From an optimization exercise on the open Yosys and OpenROAD flow, aimed at small area, a short achievable clock period and few clock cycles per item; shortcuts taken in it are not production practice.
Function was checked by simulation only, so behaviour that the tests miss may differ from the original.

== run a ==
==> flow/design.v (excerpt) <==
module gps_codec (
    input  wire        clk,
    input  wire        rst,
    input  wire        in_valid,
    output wire        in_ready,
    input  wire        fix,
    input  wire [7:0]  num_sat,
    input  wire [31:0] lat,
    input  wire [31:0] lon,
    input  wire [15:0] speed,
    input  wire [31:0] alt,
    input  wire [15:0] dist_home,
    input  wire [15:0] dir_home,
    output reg         out_valid,
    input  wire        out_ready,
    output wire [15:0] speed_kmh,
    output wire        lat_south,
    output wire [15:0] lat_degmin,
    output wire [15:0] lat_sec,
    output wire        lon_west,
    output wire [15:0] lon_degmin,
    output wire [15:0] lon_sec,
    output wire [15:0] dist_out,
    output wire [15:0] alt_out,
    output wire [7:0]  num_sat_out,
    output wire [7:0]  fix_char,
    output wire [7:0]  dir_out
);
Size: ~130 flip-flops, roughly 19000 um2 of cells after synthesis.
==> flow/config.mk <==
export PLATFORM = sky130hd
export DESIGN_NAME = gps_codec
export DESIGN_NICKNAME = gps_codec
export VERILOG_FILES = /design/flow/design.v
export SDC_FILE = /design/flow/constraint.sdc
export NUM_CORES = 4
export LEC_CHECK = 0
export ABC_AREA = 1
export CAP_MARGIN = 20
export CORE_MARGIN = 2
export CORE_UTILIZATION = 65
export CTS_BUF_LIST = sky130_fd_sc_hd__clkbuf_4 sky130_fd_sc_hd__clkbuf_8
export PLACE_DENSITY = 0.75
export SLEW_MARGIN = 20
==> flow/constraint.sdc <==
create_clock -name core_clock -period 120.0 [get_ports {clk}]
set_input_delay 24.0000 -clock core_clock [delete_from_list [all_inputs] [get_ports {clk}]]
set_output_delay 24.0000 -clock core_clock [all_outputs]
set_load 0.01 [all_outputs]
standard.sh (not shown) runs the stock make flow with config.mk's settings and CLKGATE_MAP_FILE= SYNTH_SCRIPT=/design/flow/synth_recipe.tcl, a recipe that flattens the netlist after the stock synthesis.
==> flow/flow/run.sh <==
#!/bin/bash
# The standard layout with these changes:
#  - synthesis skips ORFS's full/half-adder extraction and maps with
#    flow/abc_area.script instead of ORFS's abc script (everything else in
#    synth_recipe.tcl and ORFS's synth.tcl is unchanged: synth -nofsm -noshare,
#    flatten, the same renames);
#  - each port is buffered with the smallest buffer cell; after global
#    placement, smallest buffers and inverters that drive more than eight
#    loads are upsized (flow/post_gpl.tcl);
#  - the setup repair after CTS and global routing works on every path
#    with less than 71.8 ns of slack.
# Each tool's output goes to a log of its own here and under orfs/logs.
set -euo pipefail
HERE=$(pwd)
sed -e "s#^\( *\)log_cmd abc {\*}\$abc_args#\1set abc_args [lreplace \$abc_args 1 1 $HERE/flow/abc_area.script]\n\1log_cmd abc {*}\$abc_args#" \
    -e '/# Technology mapping of adders/,/# Technology mapping of latches/{/# Technology mapping of latches/!d}' \
    "$FLOW_HOME/scripts/synth.tcl" > "$HERE/synth_custom.tcl"
grep -q "abc_area.script" "$HERE/synth_custom.tcl"
! grep -q "extract_fa" "$HERE/synth_custom.tcl"
sed "s#source \$::env(SCRIPTS_DIR)/synth.tcl#source $HERE/synth_custom.tcl#" synth_recipe.tcl > "$HERE/synth_recipe_custom.tcl"
grep -q "synth_custom.tcl" "$HERE/synth_recipe_custom.tcl"
sed "s#SYNTH_SCRIPT=[^ ]*#SYNTH_SCRIPT=$HERE/synth_recipe_custom.tcl#" standard.sh > "$HERE/standard_custom.sh"
grep -q "synth_recipe_custom.tcl" "$HERE/standard_custom.sh"
bash "$HERE/standard_custom.sh" BUFFER_PORTS_ARGS="-buffer_cell sky130_fd_sc_hd__buf_1" POST_GLOBAL_PLACE_TCL="$HERE/flow/post_gpl.tcl" SETUP_SLACK_MARGIN=71.8 finish > make_finish.log 2>&1
==> flow/flow/post_gpl.tcl <==
# After port buffering and global placement: a buffer or inverter of the
# smallest size that drives many loads (such as a sign bit) is upsized.
foreach inst [get_cells *] {
  set master [get_property $inst ref_name]
  if { ![regexp {^sky130_fd_sc_hd__(buf|inv|clkinv)_1$} $master -> kind] } { continue }
  set opin [get_pins -of_objects $inst -filter "direction == output"]
  set net [get_nets -of_objects $opin]
  set fo [llength [get_pins -of_objects $net -filter "direction == input"]]
  if { $fo > 8 } {
    set new [expr { $kind eq "buf" ? "sky130_fd_sc_hd__buf_4" : "sky130_fd_sc_hd__inv_4" }]
    puts "[get_full_name $inst] ($master): fanout $fo, $new"
    replace_cell $inst $new
  }
}

# The path from out_ready to in_ready has only a few cells between two
# ports; give each cell on it (port buffers included) the next drive strength.
proc upsize_one { inst } {
  set master [get_property $inst ref_name]
  if { [regexp {^(sky130_fd_sc_hd__[a-z0-9]+)_([0-9]+)$} $master -> base size] } {
    set new "${base}_[expr { $size * 2 }]"
    if { [llength [get_lib_cells -quiet */$new]] > 0 } {
      puts "[get_full_name $inst] ($master): $new"
      replace_cell $inst $new
    }
  }
}
set pin [get_pins -of_objects [get_nets in_ready] -filter "direction == output"]
for { set i 0 } { $i < 4 && [llength $pin] == 1 } { incr i } {
  set inst [get_cells -of_objects $pin]
  upsize_one $inst
  set next {}
  foreach p [get_pins -of_objects $inst -filter "direction == input"] {
    set drv [get_pins -quiet -of_objects [get_nets -of_objects $p] -filter "direction == output"]
    if { [llength $drv] == 1 } { lappend next $drv }
  }
  # follow the single driven input, or the one from a port buffer
  if { [llength $next] > 1 } {
    set pb {}
    foreach d $next {
      if { [string match input* [get_full_name [get_cells -of_objects $d]]] } { lappend pb $d }
    }
    set next $pb
  }
  set pin [expr { [llength $next] == 1 ? [lindex $next 0] : {} }]
}
Other scripts of this flow, unchanged in this note and not shown: flow/flow/abc_area.script
Testbench counts of run a, summed over its fixed seeds: cycles 8,008, items 8,000.
For run b, these inputs were changed with respect to run a:
diff --git a/flow/flow/run.sh b/flow/flow/run.sh
--- a/flow/flow/run.sh
+++ b/flow/flow/run.sh
@@ -8,5 +8,3 @@
 #    placement, smallest buffers and inverters that drive more than eight
-#    loads are upsized (flow/post_gpl.tcl);
-#  - the setup repair after CTS and global routing works on every path
-#    with less than 71.8 ns of slack.
+#    loads are upsized (flow/post_gpl.tcl).
 # Each tool's output goes to a log of its own here and under orfs/logs.
@@ -23,2 +21,2 @@
 grep -q "synth_recipe_custom.tcl" "$HERE/standard_custom.sh"
-bash "$HERE/standard_custom.sh" BUFFER_PORTS_ARGS="-buffer_cell sky130_fd_sc_hd__buf_1" POST_GLOBAL_PLACE_TCL="$HERE/flow/post_gpl.tcl" SETUP_SLACK_MARGIN=71.8 finish > make_finish.log 2>&1
+bash "$HERE/standard_custom.sh" BUFFER_PORTS_ARGS="-buffer_cell sky130_fd_sc_hd__buf_1" POST_GLOBAL_PLACE_TCL="$HERE/flow/post_gpl.tcl" finish > make_finish.log 2>&1
==> flow/flow/post_gpl.tcl <==
# After port buffering and global placement: a buffer or inverter of the
# smallest size that drives many loads (such as a sign bit) is upsized.
foreach inst [get_cells *] {
  set master [get_property $inst ref_name]
  if { ![regexp {^sky130_fd_sc_hd__(buf|inv|clkinv)_1$} $master -> kind] } { continue }
  set opin [get_pins -of_objects $inst -filter "direction == output"]
  set net [get_nets -of_objects $opin]
  set fo [llength [get_pins -of_objects $net -filter "direction == input"]]
  if { $fo > 8 } {
    set new [expr { $kind eq "buf" ? "sky130_fd_sc_hd__buf_4" : "sky130_fd_sc_hd__inv_4" }]
    puts "[get_full_name $inst] ($master): fanout $fo, $new"
    replace_cell $inst $new
  }
}
==> run summary <==
Run b was carried through to the last stage, and its layout satisfied the timing, DRC and antenna checks.
Setup WNS run a -> run b: worse
Aggregate global-route resource usage delta (run a -> run b): insignificant
Run b vs. run a: share of cells above drive strength 1 shows a reduction of 1.6 points, hold slack shows a reduction of 0.14 ns, worst slew margin relative to its limit shows a reduction of 0.99 points, utilization of the core after routing shows a reduction of 0.98 points.
Between run b and run a, the maximum frequency figures differ only marginally.
Reg2reg setup slack delta for run b relative to run a: 0.46 ns lower
Per the comparison of run b with run a, portion of the layout cell area used by clock cells has remained practically unchanged, non-clock buffer count decreased by about 0.7% relative to the old numbers.

static timing again, ports no longer ideal:
How much do the figures lean on ideal ports? The routed layouts below were timed once more, with nothing changed but the port constraints.
Step 1: set_driving_cell puts a clkbuf_16 on clk and a buf_2 on each other input, an assumption about the parent block.
Step 2 also shifts input and output timing later by t, the mid clock arrival at the registers, as if the neighbouring blocks saw the same clock.
Three values: no drivers, after step 1, after step 2; two values: the first two.
run | t, ns | setup WS [ns] | cell pins on the clock port's net
run a | 0.528 | 71.566 / 71.532 / 71.532 | 1
run b | 0.518 | 71.430 / 71.410 / 71.410 | 1
After both steps every run listed still meets setup and hold. The setup slack of run a, which loses most, moves by -0.034 ns with the drivers and by -0.034 ns with both steps.
